Source: an optimization exercise on an open RTL-to-GDS flow (aim: small area). Production flows keep margins and buffers that such runs may drop.
The RTL was checked by simulation tests, not by an equivalence proof against the original design.
No activity file was given, so power comes from the tool's default toggle rates.

[flow/config.mk]
export PLATFORM = sky130hd
export DESIGN_NAME = nexa433_decoder
export DESIGN_NICKNAME = nexa433_decoder
export VERILOG_FILES = /design/flow/design.v
export SDC_FILE = /design/flow/constraint.sdc
export NUM_CORES = 4
export LEC_CHECK = 0
export CAP_MARGIN = 20
export CORE_MARGIN = 2
export CORE_UTILIZATION = 40
export SLEW_MARGIN = 20
[flow/standard.sh]
#!/bin/bash
# synth_recipe.tcl (not shown) runs the flow's synth.tcl, then flattens the netlist and writes it again
# the make line also repeats each setting of config.mk as NAME=value (left out here)
make -C /OpenROAD-flow-scripts/flow DESIGN_CONFIG=/design/flow/config.mk WORK_HOME=/design/flow/orfs CLKGATE_MAP_FILE= SYNTH_SCRIPT=/design/flow/synth_recipe.tcl "${@:-finish}"
[flow/constraint.sdc]
create_clock -name core_clock -period 10.0 [get_ports {clk_i}]
set_input_delay 2.0000 -clock core_clock [delete_from_list [all_inputs] [get_ports {clk_i}]]
set_output_delay 2.0000 -clock core_clock [all_outputs]
set_load 0.01 [all_outputs]
[flow/flow/run.sh]
#!/bin/bash
# Standard ORFS layout, with port buffers of the smallest buffer cell and a clock
# tree built without dummy loads and with larger sink clusters.
set -euo pipefail
bash standard.sh \
  "BUFFER_PORTS_ARGS=-buffer_cell sky130_fd_sc_hd__buf_1" \
  "CTS_ARGS=-sink_clustering_enable -repair_clock_nets -dont_use_dummy_load -sink_clustering_size 30 -sink_clustering_max_diameter 100 -buf_list {sky130_fd_sc_hd__clkbuf_4 sky130_fd_sc_hd__clkbuf_8}" \
  finish > standard_flow.log 2>&1
[flow/design.v]
module nexa433_classifier (
    input  wire       clk_i,
    input  wire       rst_i,
    input  wire       tick_i,
    input  wire       sample_i,
    output reg  [2:0] ev             
);
    localparam [2:0] EV_NONE = 3'd0, EV_INVALID = 3'd1, EV_HIGH_SHORT = 3'd2,
                     EV_LOW_SHORT = 3'd3, EV_LOW_LONG = 3'd4, EV_SYNC = 3'd5,
                     EV_PAUSE = 3'd6;
    reg [6:0] run_len;
    reg       run_lvl;
    reg       last_hs;
    reg [6:0] run_len_nxt;
    always @* begin
        ev = EV_NONE;
        if (sample_i != run_lvl) begin
            run_len_nxt = 7'd1;
            if (sample_i) begin
                if (run_len >= 7'd5 && run_len <= 7'd7)
                    ev = EV_LOW_SHORT;
                else if (run_len >= 7'd22 && run_len <= 7'd26)
                    ev = EV_LOW_LONG;
                else if (run_len >= 7'd48 && run_len <= 7'd52)
                    ev = EV_SYNC;
            end
        end else if (sample_i) begin
            run_len_nxt = (run_len[2:0] == 3'd6) ? 7'd6 : run_len + 7'd1;
            if (run_len[2:0] >= 3'd5)
                ev = EV_INVALID;
            else if (run_len[2:0] >= 3'd2 && !last_hs)
                ev = EV_HIGH_SHORT;
        end else begin
            if (run_len == 7'd70) begin
                run_len_nxt = run_len;
                ev = EV_INVALID;
            end else begin
                run_len_nxt = run_len + 7'd1;
                if (run_len == 7'd59)
                    ev = EV_PAUSE;
            end
        end
    end
    always @(posedge clk_i) begin
        if (rst_i) begin
            run_len <= 7'd0;
            run_lvl <= 1'b0;
            last_hs <= 1'b0;
        end else if (tick_i) begin
            run_len <= run_len_nxt;
            run_lvl <= sample_i;
            if (ev != EV_NONE)
                last_hs <= (ev == EV_HIGH_SHORT);
        end
    end
endmodule
module nexa433_assembler (
    input  wire        clk_i,
    input  wire        rst_i,
    input  wire        tick_i,
    input  wire [2:0]  ev,
    output reg         raw_valid,    
    output wire [31:0] raw,          
    output reg  [1:0]  cause         
);
    localparam [2:0] EV_NONE = 3'd0, EV_INVALID = 3'd1, EV_HIGH_SHORT = 3'd2,
                     EV_LOW_SHORT = 3'd3, EV_LOW_LONG = 3'd4, EV_SYNC = 3'd5,
                     EV_PAUSE = 3'd6;
    reg        mode;         
    reg [1:0]  win_cnt;
    reg        win_ok;       
    reg        win_bit;      
    reg [32:0] acc;          
    reg        mode_nxt;
    reg [1:0]  win_cnt_nxt;
    reg        win_ok_nxt;
    reg        win_bit_nxt;
    reg        clear;
    reg        shift;
    reg        q_ok;
    assign raw = acc[31:0];
    always @* begin
        mode_nxt    = mode;
        win_cnt_nxt = win_cnt;
        win_ok_nxt  = win_ok;
        win_bit_nxt = win_bit;
        clear       = 1'b0;
        shift       = 1'b0;
        raw_valid   = 1'b0;
        cause       = 2'd0;
        q_ok        = win_ok && (win_bit ? (ev == EV_LOW_SHORT) : (ev == EV_LOW_LONG));
        if (!mode) begin
            if (ev == EV_SYNC) begin
                mode_nxt = 1'b1;
                clear    = 1'b1;
            end
        end else begin
            case (ev)
                EV_INVALID: begin
                    mode_nxt = 1'b0;
                    clear    = 1'b1;
                    cause    = 2'd1;
                end
                EV_SYNC: clear = 1'b1;
                EV_HIGH_SHORT, EV_LOW_SHORT, EV_LOW_LONG: begin
                    win_cnt_nxt = win_cnt + 2'd1;
                    case (win_cnt)
                        2'd0: win_ok_nxt = (ev == EV_HIGH_SHORT);
                        2'd1: begin
                            win_ok_nxt  = win_ok && (ev != EV_HIGH_SHORT);
                            win_bit_nxt = (ev == EV_LOW_LONG);
                        end
                        2'd2: win_ok_nxt = win_ok && (ev == EV_HIGH_SHORT);
                        default: begin
                            if (!q_ok) begin
                                mode_nxt = 1'b0;
                                clear    = 1'b1;
                                cause    = 2'd2;
                            end else if (acc[32]) begin
                                mode_nxt = 1'b0;
                                clear    = 1'b1;
                                cause    = 2'd3;
                            end else begin
                                shift    = 1'b1;
                            end
                        end
                    endcase
                end
                EV_PAUSE: begin
                    if (acc[32]) begin
                        raw_valid = 1'b1;
                        mode_nxt  = 1'b0;
                        clear     = 1'b1;
                    end
                end
                default: ;
            endcase
        end
        if (clear)
            win_cnt_nxt = 2'd0;
    end
    always @(posedge clk_i) begin
        if (rst_i) begin
            mode    <= 1'b0;
            win_cnt <= 2'd0;
            win_ok  <= 1'b0;
            win_bit <= 1'b0;
        end else if (tick_i) begin
            mode    <= mode_nxt;
            win_cnt <= win_cnt_nxt;
            win_ok  <= win_ok_nxt;
            win_bit <= win_bit_nxt;
        end
    end
    always @(posedge clk_i) begin
        if (rst_i || (tick_i && clear))
            acc <= 33'd1;
        else if (tick_i && shift)
            acc <= {acc[31:0], win_bit};
    end
endmodule
module nexa433_filter (
    input  wire        clk_i,
    input  wire        rst_i,
    input  wire        tick_i,
    input  wire        raw_valid,
    input  wire [31:0] raw,
    input  wire [31:0] last_raw,     
    output wire        accept,       
    output wire        dup           
);
    localparam [12:0] CD_LOAD = 13'd8002;
    reg  [12:0] cd;
    wire        active = ~&cd;
    assign dup    = raw_valid && active && (raw == last_raw);
    assign accept = raw_valid && !dup;
    always @(posedge clk_i) begin
        if (rst_i)
            cd <= 13'h1fff;
        else if (tick_i) begin
            if (accept)
                cd <= CD_LOAD;
            else if (active)
                cd <= cd - 13'd1;
        end
    end
endmodule
module nexa433_decoder (
    input  wire        clk_i,
    input  wire        rst_i,
    input  wire        tick_i,
    input  wire        sample_i,
    output reg         ev_valid_o,
    output reg  [2:0]  ev_code_o,
    output reg         pkt_valid_o,
    output reg  [31:0] pkt_raw_o,
    output wire [25:0] device_id_o,
    output wire        group_o,
    output wire        on_off_o,
    output wire [1:0]  channel_o,
    output wire [1:0]  unit_o,
    output reg         dup_o,
    output reg  [1:0]  inv_o
);
    wire [2:0]  ev;
    wire        raw_valid;
    wire [31:0] raw;
    wire [1:0]  cause;
    wire        accept;
    wire        dup;
    nexa433_classifier u_classifier (
        .clk_i(clk_i), .rst_i(rst_i), .tick_i(tick_i), .sample_i(sample_i),
        .ev(ev)
    );
    nexa433_assembler u_assembler (
        .clk_i(clk_i), .rst_i(rst_i), .tick_i(tick_i), .ev(ev),
        .raw_valid(raw_valid), .raw(raw), .cause(cause)
    );
    nexa433_filter u_filter (
        .clk_i(clk_i), .rst_i(rst_i), .tick_i(tick_i),
        .raw_valid(raw_valid), .raw(raw), .last_raw(pkt_raw_o),
        .accept(accept), .dup(dup)
    );
    always @(posedge clk_i) begin
        if (rst_i) begin
            ev_valid_o  <= 1'b0;
            ev_code_o   <= 3'd0;
            pkt_valid_o <= 1'b0;
            dup_o       <= 1'b0;
            inv_o       <= 2'd0;
        end else if (tick_i) begin
            ev_valid_o  <= 1'b1;
            ev_code_o   <= ev;
            pkt_valid_o <= accept;
            dup_o       <= dup;
            inv_o       <= cause;
        end else begin
            ev_valid_o  <= 1'b0;
            pkt_valid_o <= 1'b0;
            dup_o       <= 1'b0;
            inv_o       <= 2'd0;
        end
    end
    always @(posedge clk_i) begin
        if (rst_i)
            pkt_raw_o <= 32'd0;
        else if (tick_i && raw_valid)
            pkt_raw_o <= raw;
    end
    assign device_id_o = pkt_raw_o[31:6];
    assign group_o     = pkt_raw_o[5];
    assign on_off_o    = pkt_raw_o[4];
    assign channel_o   = pkt_raw_o[3:2];
    assign unit_o      = pkt_raw_o[1:0];
endmodule
==> notes.md, run 1 <==
root buffer cell clkbuf_8; share of cells above drive strength 1 0.04561; Clk Latency, worst-skew pair 380 ps; Synth async-reset ratio 0; Reg clk slew, reported paths approximately 100 ps; Slew headroom 0.3558; Worst Max-Slew Pin Slew between 900 and 1000 ps; DP HPWL about 7900 µm; post-synthesis mux area share 0.07061; I/O pins 76; max_cap viols 0; Remaining DRCs 0; starting density of the core 0.4089; TritonCTS Buffers 9; Simple-Gate Fraction of Synth Area 0.1901; final instance area around 0.0051 mm²; adder-cell area share of the yosys netlist 0.02047; Iter 0 DRT Violations roughly 270; via count between 3000 and 4000; synthesized area per cell ~8.6 µm²; Setup Viol. Count Final 0; initial antenna violation count 0; Peak VDD IR slightly above 0.06 mV; Syn. warnings 4; Synth Net Count 581; DR WL/cell between 15 and 20 µm; Max clock buf depth 2; Worst setup EP type flop; required time of the critical path between 10000 and 15000 ps; die width between 100 and 150 µm; P_leak 1.902 nW; vias in the first global route roughly 3700; share of power burned in registers 0.636; DRT antenna net count 0; remaining global-route overflow 0; Hold-fix buffers, CTS 0; Power Density 123.3 mW/mm²; FMAX about 0.25 GHz; antenna cells 0; Seq/Total Area, Yosys 0.4093; CP arrival 4340 ps; Area Growth Syn to Fin 5.142%; htree depth 3; Mapped Cells 569; vias per inst around 5.4; crit-path max FO 33; Mapped Area ~0.0049 mm²; Pint 488.1 µW; DIE HEIGHT about 110 µm; Layout Skew around 34 ps; switch share 0.2299; critical setup path kind input pin to flop; Distinct cells, synth 56; Post-CTS Setup Bufs 0; period utilization 0.4056; Period minus WS final 4056 ps; result of the run no timing/DRC/antenna violations; Fin Hold WS around 490 ps; net switching power ~150 µW; Final Slew Violations 0; final WL about 11000 µm; Sink Count 100; Port Buffers between 70 and 80; Synth Area in Compound Gates 0.1410; logic gate share of total power 0.040; Setup WS pre-CTS between 5000 and 6000 ps; num rows 40; Routability Congestion around 0.83; Post-synth EDFFs 0; TNS Setup 0 ps; worst setup margin 5944 ps; largest net degree at the start of global routing 51; Startpoint Class input pin; worst min path class flop to flop; #FFs+latches synth 100; Post-synth top flop dfxtp_1; First-pass DRT Iterations 5; CTS tree done; clock share of power 0.324; RSZ-0062 raised after global routing false; # nets final approximately 610; Final Hold Fails 0; utilization after layout 0.4299; core footprint 0.01196 mm²; DIE AREA 0.01313 mm²; main combinational cell family by area after synthesis simple AND/OR/NAND/NOR gates; PostCTS Resize Cnt 0; GRT Total Usage 0.1764; post-synthesis xor/xnor area fraction 0.07700; Post-DP Area approximately 0.0050 mm²; first-pass GRT wire length ~18000 µm
cell usage after synthesis (2+ instances only):
library cell    n  share of area
dfxtp_1       100           0.41
nand2_1        88          0.068
a21oi_1        76          0.078
xnor2_1        39          0.070
mux2i_1        33          0.068
buf_4          32          0.049
nor2_1         27          0.021
clkbuf_1       24          0.018
nand4_1        20          0.026
inv_1          13          0.010
nand3_1         9         0.0092
nor3_1          9         0.0092
o21ai_0         9         0.0092
ha_1            8          0.020
a311oi_1        5         0.0090
buf_2           4         0.0041
buf_6           4         0.0092
nand2b_1        4         0.0051
or3_1           4         0.0051
xor2_1          4         0.0072
a22oi_1         3         0.0046
a31oi_1         3         0.0038
and2_1          3         0.0038
and3b_1         3         0.0054
nor2b_1         3         0.0038
nor4_1          3         0.0038
or2_2           3         0.0038
a211oi_1        2         0.0031
and4b_1         2         0.0041
nor4b_1         2         0.0036
o2111ai_1       2         0.0036
o21bai_1        2         0.0031
o22ai_1         2         0.0026
or4_1           2         0.0031
placed cells by master, fill, tap and decap left out, types with 2 or more instances in the layout:
cell,n
mux2i_1,33
and2_1,3
nor4b_1,2
a21oi_1,76
dfxtp_1,100
a22oi_1,3
o21ai_0,9
inv_1,13
nand4_1,20
o22ai_1,2
nand3_1,9
and4b_1,2
or3_1,4
a311oi_1,5
or4_1,2
clkbuf_8,9
buf_1,74
xor2_1,4
xnor2_1,39
or2_2,3
a211oi_1,2
buf_4,3
a31oi_1,3
nor2_1,26
nand2_1,88
and3b_1,3
o21bai_1,2
ha_1,8
nor3_1,9
nor4_1,3
nand2b_1,4
nor2b_1,3
cell families after synthesis:
kind of cell             count (synthesis)
AO/OA/AOI/OAI                          117
XOR/XNOR                                43
adder cells (fa/ha/maj)                  8
buffers and inverters                   78
flip-flops                             100
multiplexers                            34
AND/OR/NAND/NOR                        189
flip-flops by register name, indices dropped and copies added (netlist names), 2 cells and up:
| register | count |
|---|---|
| ev_code_o | 3 |
| u_assembler.acc | 33 |
| u_filter.cd | 13 |
| pkt_raw_o | 32 |
| u_assembler.win_cnt | 2 |
| u_classifier.run_len | 7 |
| inv_o | 2 |
worst paths after layout:
path | from | endpoint | slack (ps) | cells past startpoint
hold reg to reg | ev_code_o[2] | ev_code_o[2] | 490 | 2
setup / recovery | sample_i | u_assembler.acc[0] | 5940 | 6
setup reg to reg | u_classifier.run_len[1] | u_assembler.acc[0] | 6840 | 7
hold / removal | ev_code_o[2] | ev_code_o[2] | 490 | 2
power groups by stage:
stage / sequential (mW) / clock, mW / combinational, mW
floorplan: 0.410 / 0 / 0.0197
CTS: 0.403 / 0.213 / 0.0257
detailed placement: 0.412 / 0 / 0.0256
global placement: 0.412 / 0 / 0.0240
global route: 0.403 / 0.227 / 0.0285
finish: 0.403 / 0.205 / 0.0256
metal layers:
layer,wire length [µm],share of wire,GRT usage,up-vias
met5,0,0,0,-
met4,160,0.014,0.07236,0
met3,401,0.036,0.02488,12
met2,5155,0.46,0.2789,105
met1,5471,0.49,0.2419,1884
li1,-,-,-,1989
through the flow:
step	std cells	power (mW)
after floorplan	569	0.4299
after global placement	729	0.4360
after detailed placement	730	0.4377
after CTS	739	0.6411
after global routing	739	0.6591
final	739	0.6339
worst max-delay path: stages:
cell	delay (ps)
buf_1	310
nor2b_1	350
nand4_1	200
a2111o_2	910
mux2_4	420
a21o_1	150
final cells by class:
class / count / area (µm²)
Multi-Input combinational cell: 391 / 2451
Clock buffer: 9 / 123.9
Fill cell: 1183 / 6819
Timing Repair Buffer: 79 / 332.8
Tap cell: 147 / 183.9
Sequential cell: 100 / 2002
Inverter: 13 / 48.80
==> inputs of run 2 (changes only) <==
==> flow/run.sh (new file) <==
#!/bin/bash
# synth_recipe.tcl (not shown) runs the flow's synth.tcl, then flattens the netlist and writes it again
# the make line also repeats each setting of config.mk as NAME=value (left out here)
make -C /OpenROAD-flow-scripts/flow DESIGN_CONFIG=/design/flow/config.mk WORK_HOME=/design/flow/orfs CLKGATE_MAP_FILE= SYNTH_SCRIPT=/design/flow/synth_recipe.tcl finish
removed: flow/flow/run.sh
removed: flow/standard.sh
==> run 2 against run 1 <==
  * Still clean on timing, DRC and antenna
  * Global-route usage rose by 0.39 points
  * Area after synthesis stayed put
  * Utilization grew 5.3 points
  * Sequential power about the same
  * Sequential share of layout area decreased by 4.3 points
  * Wire length rose by 2.7%
  * Largest power group unchanged
==> notes.md, run 2 <==
result of the run no timing/DRC/antenna violations (unchanged); Distinct cells, synth 56 (unchanged); vias per inst 5.450 (was 5.399); Area Growth Syn to Fin 18.06% (was 5.142%); Power Density 136.4 mW/mm² (was 123.3 mW/mm²); P_leak 2.143 nW (was 1.902 nW); Period minus WS final 4422 ps (was 4056 ps); root buffer cell clkbuf_16 (was clkbuf_8); largest net degree at the start of global routing 51 (unchanged); worst min path class flop to flop (unchanged); Non-Filler Instances 746 (was 739); Slew headroom 0.3266 (was 0.3558); PostCTS Resize Cnt 0 (unchanged); Post-synth top flop dfxtp_1 (unchanged); die width 114.6 µm (unchanged); Yosys top cell area share 0.4093 (unchanged); max reg flops 33 (unchanged); Met3 Wirelength 522 µm (was 401 µm); htree depth 3 (unchanged); Seq/Total Area, Yosys 0.4093 (unchanged); Port Buffers 75 (unchanged); Syn. warnings 4 (unchanged); Mapped Area 0.004891 mm² (unchanged); share of cells above drive strength 1 0.05342 (was 0.04561); First-pass DRT Iterations 5 (unchanged); DRT antenna net count 0 (unchanged); critical setup path kind input pin to flop (unchanged); Max clock buf depth 2 (unchanged); crit-path max FO 19 (was 33); period utilization 0.4422 (was 0.4056); # nets final 606 (unchanged); final WL 11500 µm (was 11190 µm); num rows 40 (unchanged); Layout Skew 10.28 ps (was 33.79 ps); RSZ-0062 raised after global routing false (unchanged); Synth Net Count 581 (unchanged); starting density of the core 0.4089 (unchanged); initial antenna violation count 0 (unchanged); DP HPWL 7858 µm (was 7864 µm); largest area contributor in the netlist dfxtp_1 (unchanged); Post-CTS Setup Bufs 0 (unchanged); Synth async-reset ratio 0 (unchanged); GRT Total Usage 0.1803 (was 0.1764); critical-path cell list clkdlybuf4s50_1 -> or2_2 -> o31ai_1 -> nor2_1 -> a41o_1 -> nand2_1 -> buf_8 -> a21oi_1 (was buf_1 -> nor2b_1 -> nand4_1 -> a2111o_2 -> mux2_4 -> a21o_1); required time of the critical path 10220 ps (was 10290 ps); Reg clk slew, reported paths 70 ps (was 100 ps); met2 WL post-DR 5331 µm (was 5155 µm); Clk Latency, worst-skew pair 350 ps (was 380 ps); #FFs+latches synth 100 (unchanged); most frequent cells in the layout dfxtp_1, nand2_1, a21oi_1, clkdlybuf4s50_1, xnor2_1 (was dfxtp_1, nand2_1, a21oi_1, buf_1, xnor2_1); Top Metal Used met4 (unchanged); largest cells by area after synthesis dfxtp_1, a21oi_1, xnor2_1 (unchanged); Routability Congestion 0.8075 (was 0.8275); Post-synth EDFFs 0 (unchanged); Critical Path Max Stage Delay 570 ps (was 910 ps); Iter 0 DRT Violations 419 (was 272); vias in the first global route 3636 (was 3735); Max stage delay cell, worst path clkdlybuf4s50_1 (was a2111o_2); Setup Viol. Count Final 0 (unchanged); DIE HEIGHT 114.6 µm (unchanged); Startpoint Class input pin (unchanged); cell with the most instances after synthesis dfxtp_1 (unchanged); TNS Setup 0 ps (unchanged); Worst Max-Slew Pin Slew 1010 ps (was 966.3 ps); synthesized area per cell 8.596 µm² (unchanged); DIE AREA 0.01313 mm² (unchanged); Hold-fix buffers, CTS 0 (unchanged); TritonCTS Buffers 9 (unchanged); Sink Count 100 (unchanged); Mapped Cells 569 (unchanged); Final Slew Violations 0 (unchanged); Top Registers u_assembler.acc x33, pkt_raw_o x32, u_filter.cd x13 (unchanged); FMAX 0.2261 GHz (was 0.2465 GHz); first-pass GRT wire length 18780 µm (was 18380 µm); Largest Register u_assembler.acc (unchanged); utilization after layout 0.4827 (was 0.4299); max_cap viols 0 (unchanged); I/O pins 76 (unchanged); remaining global-route overflow 0 (unchanged); CP arrival 4640 ps (was 4340 ps); via count 4066 (was 3990); CTS tree done (unchanged); Remaining DRCs 0 (unchanged); Commonest cells post-synth dfxtp_1, nand2_1, a21oi_1, xnor2_1, mux2i_1 (unchanged); Peak VDD IR 0.08117 mV (was 0.06217 mV); most common library cell in the layout ignoring fill and taps dfxtp_1 (unchanged); Final Hold Fails 0 (unchanged); antenna cells 0 (unchanged); core footprint 0.01196 mm² (unchanged); DR WL/cell 15.41 µm (was 15.14 µm); WL met1 5521 µm (was 5471 µm); Worst setup EP type flop (unchanged); dpl cells 730 (unchanged)
## run 2: cell count changes in the layout (fill, tap and decap cells not counted), sizes merged
cell,before,now
buf,79,5
clkdlybuf4s50,0,74
clkinvlp,0,1
inv,13,16
bufinv,0,1
clkbuf,9,11
## run 2: cells by family after synthesis
family / after synthesis / share of synthesized area
compound gates: 117 / 0.1410
xor+xnor: 43 / 0.07700
fa+ha+maj: 8 / 0.02047
buf+inv: 78 / 0.09158
flops: 100 / 0.4093
mux: 34 / 0.07061
simple gates: 189 / 0.1901
## run 2: metal layers
layer  vias to the layer above  global-route usage
met1                      1941              0.2545
met2                       123              0.2750
met3                        12             0.03917
met5                         -                   0
met4                         0             0.05528
li1                       1990                   -
## run 2: layout make-up
| type | count | area (µm²) |
|---|---|---|
| inverter | 13 | 48.80 |
| sequential | 100 | 2002 |
| tap | 147 | 183.9 |
| timing repair buffer | 79 | 783.3 |
| clock inverter | 5 | 63.81 |
| clock buffer | 11 | 242.7 |
| multi-input combinational | 391 | 2450 |
| fill | 1124 | 6187 |
## run 2: path summary, 6_finish.rpt
path                                start                  end  slack [ps]  cells after the start
hold / removal               ev_code_o[0]         ev_code_o[0]         490                      2
setup / recovery                 sample_i  u_assembler.acc[15]        5580                      8
hold reg to reg              ev_code_o[0]         ev_code_o[0]         490                      2
setup reg to reg  u_classifier.run_len[1]  u_assembler.acc[15]        7020                      9
## run 2: power breakdown
group	internal, mW	switching, mW
Clock	0.204	0.155
Combinational	0.00810	0.0183
Sequential	0.400	0.00332
## run 2: per-stage QoR
stage | total power [mW] | hold WS (ps) | setup slack (ps) | instance area (µm²)
global route | 0.8187 | 525.4 | 5406 | 5774
finish | 0.7879 | 492.8 | 5578 | 5774
floorplan | 0.4299 | 457.0 | 6196 | 4891
CTS | 0.7985 | 498.2 | 5607 | 5774
global placement | 0.4373 | 476.8 | 5091 | 5453
detailed placement | 0.4383 | 485.3 | 5243 | 5468
## run 2: critical path, delay by kind of cell
kind / cells / cell delay, ps
compound gates: 3 / 750
buf+inv: 2 / 810
simple gates: 3 / 1070
==> inputs of run 3 (changes only) <==
==> flow/flow/run.sh (new file) <==
#!/bin/bash
# Standard ORFS layout with three changes:
#  - synthesis maps logic with an area-oriented ABC script (flow/area.abc); the rest of
#    the synthesis is the standard flow's own standard script, so registers and names are unchanged;
#  - port buffers use the smallest buffer cell;
#  - the clock tree is built without dummy loads.
set -euo pipefail
WORK=$(pwd)
ABC_SCRIPT="$WORK/flow/area.abc"
{
  echo "proc abc {args} { set i [lsearch \$args -script]; if {\$i >= 0} { lset args [expr {\$i + 1}] {$ABC_SCRIPT} }; yosys abc {*}\$args }"
  cat "$WORK/synth_recipe.tcl"
} > "$WORK/area_synth.tcl"
bash standard.sh \
  "SYNTH_SCRIPT=$WORK/area_synth.tcl" \
  "BUFFER_PORTS_ARGS=-buffer_cell sky130_fd_sc_hd__buf_1" \
  "CTS_ARGS=-sink_clustering_enable -repair_clock_nets -dont_use_dummy_load -buf_list {sky130_fd_sc_hd__clkbuf_8}" \
  finish > standard_flow.log 2>&1
==> flow/flow/area.abc (new file) <==
strash
ifraig
scorr
dc2
strash
&get -n
&deepsyn -T 20
&put
amap
topo
==> flow/standard.sh (new file) <==
#!/bin/bash
# synth_recipe.tcl (not shown) runs the flow's synth.tcl, then flattens the netlist and writes it again
# the make line also repeats each setting of config.mk as NAME=value (left out here)
make -C /OpenROAD-flow-scripts/flow DESIGN_CONFIG=/design/flow/config.mk WORK_HOME=/design/flow/orfs CLKGATE_MAP_FILE= SYNTH_SCRIPT=/design/flow/synth_recipe.tcl "${@:-finish}"
removed: flow/run.sh
==> run 3 against run 2 <==
  * Critical path depth is 7 higher
  * Sequential share of layout area is 9.4 points higher
  * First-iteration DRC count decreased by 69%
  * Cell area fell by 21%
  * Via count decreased by 12%
  * Die area shrank 14%
  * Largest power group unchanged
  * Highest routed layer unchanged
==> notes.md, run 3 <==
via count 3585 (was 4066); Layout Skew 43.48 ps (was 10.28 ps); DRT antenna net count 0 (unchanged); met1 usage 0.2357 (was 0.2545); Post-synth top flop dfxtp_1 (unchanged); Mapped Cells 497 (was 569); Distinct cells, synth 31 (was 56); period utilization 0.4245 (was 0.4422); DP HPWL 6865 µm (was 7858 µm); Clk Latency, worst-skew pair 380 ps (was 350 ps); Peak VDD IR 0.05395 mV (was 0.08117 mV); PostCTS Resize Cnt 0 (unchanged); initial antenna violation count 0 (unchanged); Syn. warnings 4 (unchanged); Synth async-reset ratio 0 (unchanged); Sink Count 100 (unchanged); root buffer cell clkbuf_8 (was clkbuf_16); Startpoint Class input pin (unchanged); Reg clk slew, reported paths 80 ps (was 70 ps); First-pass DRT Iterations 4 (was 5); Slew headroom 0.5508 (was 0.3266); synthesized area per cell 8.408 µm² (was 8.596 µm²); crit-path max FO 17 (was 19); Seq. cell area 0.002002 mm² (unchanged); die width 106.2 µm (was 114.6 µm); most frequent CP cell nor2_1; final instance area 0.004541 mm² (was 0.005774 mm²); cell with the most instances after synthesis clkinv_1 (was dfxtp_1); Setup Viol. Count Final 0 (unchanged); RSZ-0062 raised after global routing false (unchanged); area taken by multi-input logic gates 0.001543 mm² (was 0.002450 mm²); FMAX 0.2356 GHz (was 0.2261 GHz); critical setup path kind input pin to flop (unchanged); largest cells by area after synthesis dfxtp_1, o22ai_1, clkinv_1 (was dfxtp_1, a21oi_1, xnor2_1); DIE HEIGHT 106.2 µm (was 114.6 µm); Routability Congestion 0.8450 (was 0.8075); antenna cells 0 (unchanged); vias per inst 5.218 (was 5.450); Post-DP Area 0.004398 mm² (was 0.005468 mm²); DR WL/cell 13.60 µm (was 15.41 µm); Area Growth Syn to Fin 8.653% (was 18.06%); most frequent cells in the layout clkinv_1, dfxtp_1, o22ai_1, buf_1, nor2_1 (was dfxtp_1, nand2_1, a21oi_1, clkdlybuf4s50_1, xnor2_1); worst min path class flop to flop (unchanged); result of the run no timing/DRC/antenna violations (unchanged); max reg flops 33 (unchanged); Hold-fix buffers, CTS 0 (unchanged); Fin Hold WS 472.8 ps (was 492.8 ps); gr busiest metal met2 (unchanged); Iter 0 DRT Violations 130 (was 419); dpl cells 677 (was 730); Critical Path Max Stage Delay 460 ps (was 570 ps); Yosys top cell area share 0.4790 (was 0.4093); Post-CTS Setup Bufs 0 (unchanged); Port Buffers 75 (unchanged); starting density of the core 0.4085 (was 0.4089); Worst Max-Slew Pin Slew 671.4 ps (was 1010 ps); first-pass GRT wire length 15440 µm (was 18780 µm); Non-Filler Instances 687 (was 746); Final Slew Violations 0 (unchanged); final WL 9341 µm (was 11500 µm); CTS tree done (unchanged); remaining global-route overflow 0 (unchanged); required time of the critical path 10210 ps (was 10220 ps); P_leak 1.547 nW (was 2.143 nW); Synth Net Count 509 (was 581); Mapped Area 0.004179 mm² (was 0.004891 mm²); GRT Total Usage 0.1715 (was 0.1803); DIE AREA 0.01128 mm² (was 0.01313 mm²); largest area contributor in the netlist dfxtp_1 (unchanged); vias in the first global route 3245 (was 3636); core footprint 0.01023 mm² (was 0.01196 mm²); Top Registers u_assembler.acc x33, pkt_raw_o x32, u_filter.cd x13 (unchanged); TritonCTS Buffers 9 (unchanged); routing usage on met3 0.03433 (was 0.03917); htree depth 3 (unchanged); most common library cell in the layout ignoring fill and taps clkinv_1 (was dfxtp_1); largest net degree at the start of global routing 36 (was 51); Post-synth EDFFs 0 (unchanged); Remaining DRCs 0 (unchanged); Final Hold Fails 0 (unchanged); utilization after layout 0.4438 (was 0.4827); share of cells above drive strength 1 0.02359 (was 0.05342); Max stage delay cell, worst path nand2_1 (was clkdlybuf4s50_1); critical-path cell list buf_1 -> clkinv_1 -> nor2_1 -> o2111ai_1 -> clkinv_1 -> or2_0 -> nor2_1 -> nor2_1 -> o21ai_0 -> a21oi_1 -> o21a_1 -> nor2_1 -> nand2_1 -> buf_8 -> o22ai_1 (was clkdlybuf4s50_1 -> or2_2 -> o31ai_1 -> nor2_1 -> a41o_1 -> nand2_1 -> buf_8 -> a21oi_1); max_cap viols 0 (unchanged); # nets final 565 (was 606); grt met2 use 0.2692 (was 0.2750); Largest Register u_assembler.acc (unchanged); Seq/Total Area, Yosys 0.4790 (was 0.4093); Worst setup EP type flop (unchanged); Max clock buf depth 2 (unchanged); Period minus WS final 4245 ps (was 4422 ps); I/O pins 76 (unchanged); CP arrival 4450 ps (was 4640 ps); num rows 37 (was 40); fillers 1024 (was 1124); Commonest cells post-synth clkinv_1, dfxtp_1, o22ai_1, nor2_1, buf_4 (was dfxtp_1, nand2_1, a21oi_1, xnor2_1, mux2i_1); TNS Setup 0 ps (unchanged); #FFs+latches synth 100 (unchanged); Power Density 138.1 mW/mm² (was 136.4 mW/mm²)
-- run 3: layout make-up --
type,instances,share of cell area
Clock buffer,9,0.02728
Inverter,106,0.08763
Multi-Input combinational cell,259,0.3398
Sequential cell,100,0.4409
Tap cell,136,0.03748
Timing Repair Buffer,77,0.06696
-- run 3: logic make-up (layout without fill, tap and decap cells) --
logic type	after synthesis	in the layout	share of synthesized area
DFF	100	100	0.4790
AOI/OAI and AO/OA	152	152	0.2317
buffers and inverters	138	192	0.1527
and+or+nand+nor	99	99	0.1126
adders and majority gates	8	8	0.02395
-- run 3: final timing paths --
path,startpoint,end,slack (ps),cells after the start
worst max-delay path,sample_i,u_assembler.acc[27],5750,15
worst min-delay path,ev_code_o[1],ev_code_o[1],470,2
worst max register to register,u_classifier.run_len[1],u_assembler.acc[0],6650,13
worst min register to register,ev_code_o[1],ev_code_o[1],470,2
-- run 3: report_power, final --
group          switching, mW  internal [mW]  leakage (nW)  total [mW]
sequential           0.00236          0.400         0.807       0.403
combinational         0.0158        0.00606         0.676      0.0218
clock                  0.121         0.0811        0.0647       0.202
total                  0.140          0.487          1.55       0.627
-- run 3: worst max-delay path, delay by kind of cell --
kind                   cells  cell delay [ps]
AND/OR/NAND/NOR            6             1020
AO/OA/AOI/OAI              5              790
buffers and inverters      4              630
-- run 3: stage by stage --
stage / power [mW] / worst slack, ps
after detailed placement: 0.4338 / 5240
after global routing: 0.6514 / 5491
final: 0.6270 / 5755
after global placement: 0.4332 / 5383
after floorplan: 0.4269 / 5488
after CTS: 0.6328 / 5614
-- run 3: routing by layer --
metal	routed length [µm]	share of wire
met5	0	0
met3	374	0.040
met4	155	0.017
met2	4175	0.45
met1	4636	0.50
==> inputs of run 4 (changes only) <==
--- a/flow/config.mk
+++ b/flow/config.mk
@@ -9,3 +9,4 @@
 export CORE_MARGIN = 2
-export CORE_UTILIZATION = 40
+export CORE_UTILIZATION = 70
+export PLACE_DENSITY = 0.75
 export SLEW_MARGIN = 20
==> run 4 against run 3 <==
  * Worst hold slack lost 12 ps
  * Clock power shrank 2%
  * Via count grew 3.1%
  * Still clean
  * Clock skew shrank 21 ps
  * Global-route usage grew 12 points
  * Final cell count shrank 9.0%
  * Utilization grew 32 points
  * Sequential power is essentially flat
  * Non-clock buffer count shrank 1
  * Die area shrank 41%
  * Largest cell class unchanged
  * Clock-buffer cell count is the same
==> notes.md, run 4 <==
Area Growth Syn to Fin 6.437% (was 8.653%); Slew headroom 0.2642 (was 0.5508); DP HPWL 6587 µm (was 6865 µm); crit-path max FO 32 (was 17); antenna cells 0 (unchanged); starting density of the core 0.7143 (was 0.4085); first-pass GRT wire length 14630 µm (was 15440 µm); Post-synth top flop dfxtp_1 (unchanged); Setup crit end u_assembler.acc[31] (was u_assembler.acc[27]); worst min path class flop to flop (unchanged); Hold-fix buffers, CTS 0 (unchanged); Reg-to-Reg End u_assembler.acc[0] (unchanged); TritonCTS Buffers 9 (unchanged); core footprint 0.005851 mm² (was 0.01023 mm²); Sink Count 100 (unchanged); P_leak 1.540 nW (was 1.547 nW); Final Slew Violations 0 (unchanged); critical-path cell list buf_1 -> clkinv_1 -> nor2_1 -> o2111ai_1 -> clkinv_1 -> or2_0 -> nor2_1 -> nor2_1 -> o21ai_0 -> a21oi_1 -> o21a_1 -> nor2_1 -> nand2_1 -> o22ai_1 (was buf_1 -> clkinv_1 -> nor2_1 -> o2111ai_1 -> clkinv_1 -> or2_0 -> nor2_1 -> nor2_1 -> o21ai_0 -> a21oi_1 -> o21a_1 -> nor2_1 -> nand2_1 -> buf_8 -> o22ai_1); period utilization 0.4454 (was 0.4245); remaining global-route overflow 0 (unchanged); vias per inst 5.912 (was 5.218); Distinct cells, synth 31 (unchanged); max_cap viols 0 (unchanged); PostCTS Resize Cnt 0 (unchanged); GRT Total Usage 0.2867 (was 0.1715); most common library cell in the layout ignoring fill and taps clkinv_1 (unchanged); worst setup margin 5546 ps (was 5755 ps); via count 3695 (was 3585); Period minus WS final 4454 ps (was 4245 ps); CP top delay family simple AND/OR/NAND/NOR gates (unchanged); vias in the first global route 3147 (was 3245); DR WL/cell 14.63 µm (was 13.60 µm); critical path depth 14 (was 15); Critical Path Max Stage Delay 830 ps (was 460 ps); worst reg2reg setup slack 6420 ps (was 6650 ps); num rows 28 (was 37); Tot Pwr 622.5 µW (was 627.0 µW); Synth Net Count 509 (unchanged); Startpoint Class input pin (unchanged); cell with the most instances after synthesis clkinv_1 (unchanged); max reg flops 33 (unchanged); TNS Setup 0 ps (unchanged); result of the run no timing/DRC/antenna violations (unchanged); Worst Max-Slew Pin Slew 1104 ps (was 671.4 ps); Worst setup EP type flop (unchanged); Final Hold Fails 0 (unchanged); share of cells above drive strength 1 0.02000 (was 0.02359); DIE HEIGHT 81.27 µm (was 106.2 µm); Iter 0 DRT Violations 202 (was 130); CTS tree done (unchanged); required time of the critical path 10190 ps (was 10210 ps); die width 81.27 µm (was 106.2 µm); #FFs+latches synth 100 (unchanged); Port Buffers 75 (unchanged); root buffer cell clkbuf_8 (unchanged); Setup Viol. Count Final 0 (unchanged); initial antenna violation count 0 (unchanged); Routability Congestion 0.9280 (was 0.8450); Top Registers u_assembler.acc x33, pkt_raw_o x32, u_filter.cd x13 (unchanged); CP arrival 4640 ps (was 4450 ps); CP startpoint sample_i (unchanged); Post-CTS Setup Bufs 0 (unchanged); Mapped Cells 497 (unchanged); Mapped Area 0.004179 mm² (unchanged); most frequent cells in the layout clkinv_1, dfxtp_1, o22ai_1, buf_1, nor2_1 (unchanged); Remaining DRCs 0 (unchanged); Max clock buf depth 2 (unchanged); depth of the worst register-to-register path 14 (was 13); final WL 9144 µm (was 9341 µm); Commonest cells post-synth clkinv_1, dfxtp_1, o22ai_1, nor2_1, buf_4 (unchanged); Post-DP Area 0.004322 mm² (was 0.004398 mm²); Synth async-reset ratio 0 (unchanged); largest cells by area after synthesis dfxtp_1, o22ai_1, clkinv_1 (unchanged); Peak VDD IR 0.1075 mV (was 0.05395 mV); Post-synth EDFFs 0 (unchanged); DRT antenna net count 0 (unchanged); DIE AREA 0.006604 mm² (was 0.01128 mm²); Reg clk slew, reported paths 80 ps (about the same); Yosys top cell area share 0.4790 (unchanged); Largest Register u_assembler.acc (unchanged); synthesized area per cell 8.408 µm² (unchanged); r2r startpoint u_classifier.run_len[1] (unchanged); utilization after layout 0.7603 (was 0.4438); Syn. warnings 4 (unchanged); FMAX 0.2245 GHz (was 0.2356 GHz); fillers 450 (was 1024); RSZ-0062 raised after global routing false (unchanged); largest area contributor in the netlist dfxtp_1 (unchanged); final instance area 0.004448 mm² (was 0.004541 mm²); Setup WS pre-CTS 5276 ps (was 5240 ps); # nets final 564 (was 565); I/O pins 76 (unchanged); Power Density 139.9 mW/mm² (was 138.1 mW/mm²); Seq/Total Area, Yosys 0.4790 (unchanged); Clk Latency, worst-skew pair 360 ps (was 380 ps); most frequent CP cell nor2_1 (unchanged); critical setup path kind input pin to flop (unchanged); CP bufs+invs 3 (was 4); Layout Skew 22.09 ps (was 43.48 ps); Max stage delay cell, worst path nand2_1 (unchanged); First-pass DRT Iterations 4 (unchanged); largest net degree at the start of global routing 36 (unchanged); htree depth 3 (unchanged)
-- run 4: cells by family (layout without fill, tap and decap cells) --
group,after synthesis,count (layout),share of synthesized area
flip-flops,100,100,0.4790
AO/OA/AOI/OAI,152,152,0.2317
buffers and inverters,138,191,0.1527
AND/OR/NAND/NOR,99,99,0.1126
adder cells (fa/ha/maj),8,8,0.02395
-- run 4: worst min-delay path: stages (launching register included) --
cell and delay, ps:
dfxtp_1 310, clkinv_1 40, o21ai_0 60
-- run 4: power breakdown --
part / internal (mW) / switching [mW]
Combinational: 0.00603 / 0.0159
Clock: 0.0809 / 0.117
Sequential: 0.400 / 0.00235
Total: 0.487 / 0.135
-- run 4: per-stage QoR --
stage | cells | hold WS, ps
after floorplan | 497 | 449.2
after global placement | 616 | 456.4
after detailed placement | 616 | 453.8
after CTS | 625 | 464.5
after global routing | 625 | 487.0
final | 625 | 460.8
-- run 4: worst min-delay path by stage --
stage	start	to	slack, ps	cells past startpoint
final	ev_code_o[1]	ev_code_o[1]	460	2
after global routing	ev_code_o[0]	ev_code_o[0]	490	2
after CTS	ev_code_o[1]	ev_code_o[1]	460	2
after detailed placement	ev_code_o[1]	ev_code_o[1]	450	2
after global placement	ev_code_o[0]	ev_code_o[0]	460	2
after floorplan	u_assembler.win_bit	u_assembler.win_bit	450	2
-- run 4: per-layer routing --
metal | share of wire | up-vias | track usage | wire, µm
met5 | 0 | - | 0 | 0
met4 | 0.013 | 0 | 0.06441 | 123
met3 | 0.073 | 15 | 0.09111 | 670
met2 | 0.44 | 151 | 0.4451 | 4057
met1 | 0.47 | 1672 | 0.3906 | 4292
li1 | - | 1857 | - | -
-- run 4: layout make-up --
type | instances | area (µm²) | area share
clock buffer | 9 | 123.9 | 0.02785
inverter | 106 | 397.9 | 0.08945
multi-input combinational | 259 | 1541 | 0.3466
sequential | 100 | 2002 | 0.4501
tap | 75 | 93.84 | 0.02110
timing repair buffer | 76 | 289.0 | 0.06498
==> inputs of run 5 (changes only) <==
--- a/flow/config.mk
+++ b/flow/config.mk
@@ -9,4 +9,3 @@
 export CORE_MARGIN = 2
-export CORE_UTILIZATION = 70
-export PLACE_DENSITY = 0.75
+export CORE_UTILIZATION = 55
 export SLEW_MARGIN = 20
==> run 5 against run 4 <==
  * Sequential power hardly changed
  * Area after synthesis stayed put
  * Clock-buffer cell count stayed put
  * Register-to-register slack better by 220 ps
  * Largest power group unchanged
==> notes.md, run 5 <==
result of the run no timing/DRC/antenna violations (unchanged); worst setup margin 5744 ps (was 5546 ps); TritonCTS Buffers 9 (unchanged); max_cap viols 0 (unchanged); Peak VDD IR 0.07336 mV (was 0.1075 mV); Setup WS pre-CTS 5273 ps (was 5276 ps); via count 3649 (was 3695); Top Registers u_assembler.acc x33, pkt_raw_o x32, u_filter.cd x13 (unchanged); Layout Skew 28.59 ps (was 22.09 ps); Yosys top cell area share 0.4790 (unchanged); most common library cell in the layout ignoring fill and taps clkinv_1 (unchanged); CP arrival 4530 ps (was 4640 ps); Mapped Area 0.004179 mm² (unchanged); Startpoint Class input pin (unchanged); share of cells above drive strength 1 0.02359 (was 0.02000); Final Hold Fails 0 (unchanged); #FFs+latches synth 100 (unchanged); largest cells by area after synthesis dfxtp_1, o22ai_1, clkinv_1 (unchanged); Period minus WS final 4256 ps (was 4454 ps); First-pass DRT Iterations 4 (unchanged); htree depth 3 (unchanged); Slew headroom 0.5057 (was 0.2642); Post-DP Area 0.004352 mm² (was 0.004322 mm²); Tot Pwr 625.2 µW (was 622.5 µW); remaining global-route overflow 0 (unchanged); Post-synth top flop dfxtp_1 (unchanged); area taken by multi-input logic gates 0.001543 mm² (was 0.001541 mm²); Largest Register u_assembler.acc (unchanged); Hold-fix buffers, CTS 0 (unchanged); Clk Latency, worst-skew pair 360 ps (about the same); GRT Total Usage 0.2285 (was 0.2867); Syn. warnings 4 (unchanged); Post-synth EDFFs 0 (unchanged); Commonest cells post-synth clkinv_1, dfxtp_1, o22ai_1, nor2_1, buf_4 (unchanged); P_leak 1.547 nW (was 1.540 nW); Final Slew Violations 0 (unchanged); largest area contributor in the netlist dfxtp_1 (unchanged); Seq/Total Area, Yosys 0.4790 (unchanged); final instance area 0.004494 mm² (was 0.004448 mm²); vias in the first global route 3190 (was 3147); Max clock buf depth 2 (unchanged); worst min path class flop to flop (unchanged); core footprint 0.007292 mm² (was 0.005851 mm²); PostCTS Resize Cnt 0 (unchanged); TNS Setup 0 ps (unchanged); Remaining DRCs 0 (unchanged); # nets final 565 (was 564); Iter 0 DRT Violations 192 (was 202); Port Buffers 75 (unchanged); crit-path max FO 9 (was 32); Distinct cells, synth 31 (unchanged); cell with the most instances after synthesis clkinv_1 (unchanged); dpl cells 640 (was 616); num rows 31 (was 28); DIE AREA 0.008311 mm² (was 0.006604 mm²); DIE HEIGHT 91.17 µm (was 81.27 µm); FMAX 0.2350 GHz (was 0.2245 GHz); DRT antenna net count 0 (unchanged); Area Growth Syn to Fin 7.545% (was 6.437%); CTS tree done (unchanged); first-pass GRT wire length 15570 µm (was 14630 µm); Worst Max-Slew Pin Slew 734.7 ps (was 1104 ps); synthesized area per cell 8.408 µm² (unchanged); Worst setup EP type flop (unchanged); DP HPWL 6642 µm (was 6587 µm); Synth Net Count 509 (unchanged); starting density of the core 0.5731 (was 0.7143); Sink Count 100 (unchanged); largest net degree at the start of global routing 36 (unchanged); RSZ-0062 raised after global routing false (unchanged); max reg flops 33 (unchanged); Seq. cell area 0.002002 mm² (unchanged); Routability Congestion 0.9229 (was 0.9280); fillers 678 (was 450); final WL 9324 µm (was 9144 µm); DR WL/cell 14.34 µm (was 14.63 µm); antenna cells 0 (unchanged); initial antenna violation count 0 (unchanged); required time of the critical path 10280 ps (was 10190 ps); Non-Filler Instances 650 (was 625); I/O pins 76 (unchanged); Mapped Cells 497 (unchanged); Reg clk slew, reported paths 90 ps (was 80 ps); most frequent cells in the layout clkinv_1, dfxtp_1, o22ai_1, buf_1, nor2_1 (unchanged); Synth async-reset ratio 0 (unchanged); period utilization 0.4256 (was 0.4454); Post-CTS Setup Bufs 0 (unchanged); Setup Viol. Count Final 0 (unchanged); critical setup path kind input pin to flop (unchanged); die width 91.17 µm (was 81.27 µm); Fin Hold WS 462.1 ps (was 460.8 ps); root buffer cell clkbuf_8 (unchanged); utilization after layout 0.6163 (was 0.7603); Power Density 139.1 mW/mm² (was 139.9 mW/mm²); vias per inst 5.614 (was 5.912)
==> run 5: layout make-up <==
cell class              count  area share
flip-flops and latches    100      0.4454
multi-input cells         259      0.3433
inverters                 106     0.08853
repair buffers             77     0.06765
clock buffers               9     0.02756
well taps                  99     0.02756
==> run 5: kinds of logic (layout without fill, tap and decap cells) <==
logic type	Yosys count	count (layout)	share of synthesized area
buffers and inverters	138	192	0.1527
and+or+nand+nor	99	99	0.1126
DFF	100	100	0.4790
AOI/OAI and AO/OA	152	152	0.2317
adders and majority gates	8	8	0.02395
==> run 5: final timing paths <==
| path | startpoint | end | slack [ps] | depth (start not counted) |
|---|---|---|---|---|
| max | tick_i | u_filter.cd[11] | 5740 | 13 |
| min | ev_code_o[1] | ev_code_o[1] | 460 | 2 |
| max reg2reg | u_classifier.run_len[1] | u_assembler.acc[0] | 6640 | 13 |
| min reg2reg | ev_code_o[1] | ev_code_o[1] | 460 | 2 |
==> run 5: per-layer routing <==
| layer | vias to the layer above | global-route usage | share of wire |
|---|---|---|---|
| li1 | 1854 | - | - |
| met1 | 1677 | 0.3496 | 0.52 |
| met2 | 108 | 0.3327 | 0.42 |
| met3 | 10 | 0.02739 | 0.044 |
| met4 | 0 | 0.07576 | 0.014 |
| met5 | - | 0 | 0 |
==> run 5: critical path, stage by stage <==
cell and delay [ps]:
buf_1 120, clkinv_1 260, nor2_1 320, nand2_1 110, nor3_1 180, nand2_1 130, or3_1 400, or3_1 390
nor2_1 150, nand2_1 90, nor2_1 130, clkinv_1 70, o221ai_1 160
==> run 5: report_power, final <==
| group | leakage, nW | internal, mW | switching (mW) |
|---|---|---|---|
| Sequential | 0.807 | 0.400 | 0.00245 |
| Clock | 0.0647 | 0.0810 | 0.119 |
| Combinational | 0.676 | 0.00622 | 0.0165 |
==> inputs of run 6 (changes only) <==
--- a/flow/flow/run.sh
+++ b/flow/flow/run.sh
@@ -2,4 +2,5 @@
 # Standard ORFS layout with three changes:
-#  - synthesis maps logic with an area-oriented ABC script (flow/area.abc); the rest of
-#    the synthesis is the standard flow's own standard script, so registers and names are unchanged;
+#  - synthesis leaves adders to ABC and maps logic with an area-oriented ABC script
+#    (flow/area.abc); the rest of the synthesis is the standard flow's own standard script, so
+#    registers and names are unchanged;
 #  - port buffers use the smallest buffer cell;
@@ -10,2 +11,3 @@
 {
+  echo 'set ::env(ADDER_MAP_FILE) ""'
   echo "proc abc {args} { set i [lsearch \$args -script]; if {\$i >= 0} { lset args [expr {\$i + 1}] {$ABC_SCRIPT} }; yosys abc {*}\$args }"
--- a/flow/config.mk
+++ b/flow/config.mk
@@ -9,3 +9,4 @@
 export CORE_MARGIN = 2
-export CORE_UTILIZATION = 55
+export CORE_UTILIZATION = 70
+export PLACE_DENSITY = 0.75
 export SLEW_MARGIN = 20
==> run 6 against run 5 <==
  * Still clean on timing, DRC and antenna
  * Clock power about the same
  * Area after synthesis decreased by 5.3%
  * Cell area decreased by 5.8%
  * Via count decreased by 3.4%
  * Synthesized cell count decreased by 6.8%
  * Largest cell class unchanged
==> notes.md, run 6 <==
initial antenna violation count 0 (unchanged); Setup Viol. Count Final 0 (unchanged); Sink Count 100 (unchanged); Seq/Total Area, Yosys 0.5057 (was 0.4790); First-pass DRT Iterations 5 (was 4); DR WL/cell 14.97 µm (was 14.34 µm); dpl cells 580 (was 640); most common library cell in the layout ignoring fill and taps dfxtp_1 (was clkinv_1); DIE AREA 0.006273 mm² (was 0.008311 mm²); DRT antenna net count 0 (unchanged); Slew headroom 0.4244 (was 0.5057); Worst setup EP type flop (unchanged); Synth async-reset ratio 0 (unchanged); Post-CTS Setup Bufs 0 (unchanged); Hold-fix buffers, CTS 0 (unchanged); cell with the most instances after synthesis dfxtp_1 (was clkinv_1); vias per inst 5.986 (was 5.614); final instance area 0.004233 mm² (was 0.004494 mm²); max reg flops 33 (unchanged); antenna cells 0 (unchanged); Hold Crit Start u_classifier.run_len[6] (was ev_code_o[1]); Remaining DRCs 0 (unchanged); Fin Hold WS 471.5 ps (was 462.1 ps); Post-DP Area 0.004105 mm² (was 0.004352 mm²); Top Registers u_assembler.acc x33, pkt_raw_o x32, u_filter.cd x13 (unchanged); Power Density 145.1 mW/mm² (was 139.1 mW/mm²); Peak VDD IR 0.09484 mV (was 0.07336 mV); Non-Filler Instances 589 (was 650); CP arrival 5040 ps (was 4530 ps); Port Buffers 75 (unchanged); Largest Register u_assembler.acc (unchanged); switch share 0.2137 (was 0.2203); most frequent cells in the layout dfxtp_1, o22ai_1, clkinv_1, buf_1, nor2_1 (was clkinv_1, dfxtp_1, o22ai_1, buf_1, nor2_1); Worst Max-Slew Pin Slew 861.2 ps (was 734.7 ps); largest net degree at the start of global routing 36 (unchanged); r2r startpoint u_classifier.run_len[0] (was u_classifier.run_len[1]); #FFs+latches synth 100 (unchanged); first-pass GRT wire length 14010 µm (was 15570 µm); I/O pins 76 (unchanged); Final Slew Violations 0 (unchanged); P_leak 1.457 nW (was 1.547 nW); Mapped Cells 463 (was 497); final WL 8817 µm (was 9324 µm); via count 3526 (was 3649); htree depth 3 (unchanged); clock share of power 0.325 (was 0.320); TNS Setup 0 ps (unchanged); GRT Total Usage 0.2876 (was 0.2285); Post-synth top flop dfxtp_1 (unchanged); Routability Congestion 0.9079 (was 0.9229); remaining global-route overflow 0 (unchanged); utilization after layout 0.7734 (was 0.6163); required time of the critical path 10250 ps (was 10280 ps); largest cells by area after synthesis dfxtp_1, o22ai_1, clkinv_1 (unchanged); period utilization 0.4786 (was 0.4256); Final Hold Fails 0 (unchanged); Reg clk slew, reported paths 80 ps (was 90 ps); Synth Net Count 467 (was 509); core footprint 0.005473 mm² (was 0.007292 mm²); crit-path max FO 32 (was 9); num rows 27 (was 31); vias in the first global route 3031 (was 3190); FMAX 0.2089 GHz (was 0.2350 GHz); critical setup path kind input pin to flop (unchanged); Max clock buf depth 2 (unchanged); result of the run no timing/DRC/antenna violations (unchanged); Post-synth EDFFs 0 (unchanged); DP HPWL 6388 µm (was 6642 µm); Commonest cells post-synth dfxtp_1, o22ai_1, clkinv_1, buf_4, nor2_1 (was clkinv_1, dfxtp_1, o22ai_1, nor2_1, buf_4); Yosys top cell area share 0.5057 (was 0.4790); starting density of the core 0.7234 (was 0.5731); Syn. warnings 4 (unchanged); Layout Skew 27.74 ps (was 28.59 ps); Clk Latency, worst-skew pair 370 ps (was 360 ps); logic gate share of total power 0.024 (was 0.036); max_cap viols 0 (unchanged); Startpoint Class input pin (unchanged); PostCTS Resize Cnt 0 (unchanged); Period minus WS final 4786 ps (was 4256 ps); net switching power 131.3 µW (was 137.7 µW); Distinct cells, synth 29 (was 31); # nets final 523 (was 565); root buffer cell clkbuf_8 (unchanged); CP startpoint sample_i (was tick_i); RSZ-0062 raised after global routing false (unchanged); synthesized area per cell 8.550 µm² (was 8.408 µm²); DIE HEIGHT 79.20 µm (was 91.17 µm); worst min path class flop to flop (unchanged); largest area contributor in the netlist dfxtp_1 (unchanged); share of power burned in registers 0.651 (was 0.644); share of cells above drive strength 1 0.02321 (was 0.02359); Pint 482.9 µW (was 487.5 µW); CTS tree done (unchanged); Iter 0 DRT Violations 191 (was 192); die width 79.20 µm (was 91.17 µm); TritonCTS Buffers 9 (unchanged); Mapped Area 0.003959 mm² (was 0.004179 mm²); Area Growth Syn to Fin 6.922% (was 7.545%)
## run 6: changes by cell type after synthesis, moves of 3 or more
cell | previous run | this run
nand2_1 | 20 | 23
o21ai_0 | 16 | 12
nor2_1 | 39 | 31
o21a_1 | 4 | 1
nor3_1 | 7 | 3
clkinv_1 | 106 | 93
ha_1 | 8 | 0
o22ai_1 | 93 | 96
## run 6: kinds of logic (layout without fill, tap and decap cells)
kind of cell / Yosys count / count (layout) / share of synthesized area
AO/OA/AOI/OAI: 141 / 141 / 0.2254
buffers and inverters: 125 / 179 / 0.1489
flip-flops: 100 / 100 / 0.5057
AND/OR/NAND/NOR: 97 / 97 / 0.1201
## run 6: stage by stage
stage,setup WS [ps],total power [mW]
2_1_floorplan,5162,0.4183
3_3_place_gp,4966,0.4230
3_5_place_dp,4800,0.4232
4_1_cts,5122,0.6153
5_1_grt,4886,0.6328
6_report,5214,0.6142
## run 6: cell type report
cell class	instances	area, µm²
fill	419	1240
multi-input combinational	238	1371
sequential	100	2002
clock buffer	9	123.9
tap	72	90.09
timing repair buffer	77	296.5
inverter	93	349.1
## run 6: metal layers
layer  vias to the layer above  share of wire  track usage  wire, µm
met3                        27          0.063      0.08068       559
met1                      1616           0.41       0.3624      3630
li1                       1751              -            -         -
met4                         0          0.023       0.1034       199
met5                         -              0            0         0
met2                       132           0.50       0.4729      4427
## run 6: final timing paths
path,to,slack [ps],depth (start not counted)
worst max-delay path,u_assembler.acc[31],5210,11
worst min-delay path,u_classifier.run_len[6],470,1
worst max register to register,u_assembler.acc[31],6400,12
worst min register to register,u_classifier.run_len[6],470,1
## run 6: critical path: stages
cell      delay, ps
buf_1           210
nand4_1         160
nor4_1          470
o221ai_1        240
o21ai_0         280
nand2_1          80
nand3_1         140
nand3_1         140
nor2_1          190
clkinv_1        680
o22ai_1         440
## run 6: power by group through the flow
stage,clock [mW],combinational (mW),sequential [mW]
floorplan,0,0.00941,0.409
global placement,0,0.0140,0.409
detailed placement,0,0.0142,0.409
CTS,0.201,0.0143,0.400
global route,0.217,0.0162,0.400
finish,0.200,0.0146,0.400

-- re-timing with driven ports --
No port has a modelled driver above. Below, the same layouts with a new extraction and two added sets of constraints.
Step 1, drivers: a clkbuf_16 drives clk_i and a buf_2 each remaining input, both assumed.
Step 2 times the ports against the registers' clock, not the clock port: input delays grow and output delays shrink by t, the midpoint of the rising clock arrivals with the driver on.
Slacks: no drivers / after step 1 / after step 2; pairs: no drivers / after step 1.
run | t, ns | setup WS [ns] | worst setup path after step 2 | pins driven straight from the clock port
run 1 | 0.397 | 5.944 / 5.956 / 5.559 | input to register | 1
run 2 | 0.384 | 5.578 / 5.594 / 5.210 | input to register | 1
run 3 | 0.387 | 5.755 / 5.761 / 5.374 | input to register | 1
run 4 | 0.379 | 5.546 / 5.556 / 5.177 | input to register | 1
run 5 | 0.376 | 5.744 / 5.752 / 5.376 | input to register | 1
run 6 | 0.389 | 5.214 / 5.224 / 4.835 | input to register | 1
After both steps every run listed still meets setup and hold. For run 1, which loses most, drivers alone change the setup slack by +0.012 ns; drivers and shift together by -0.385 ns.
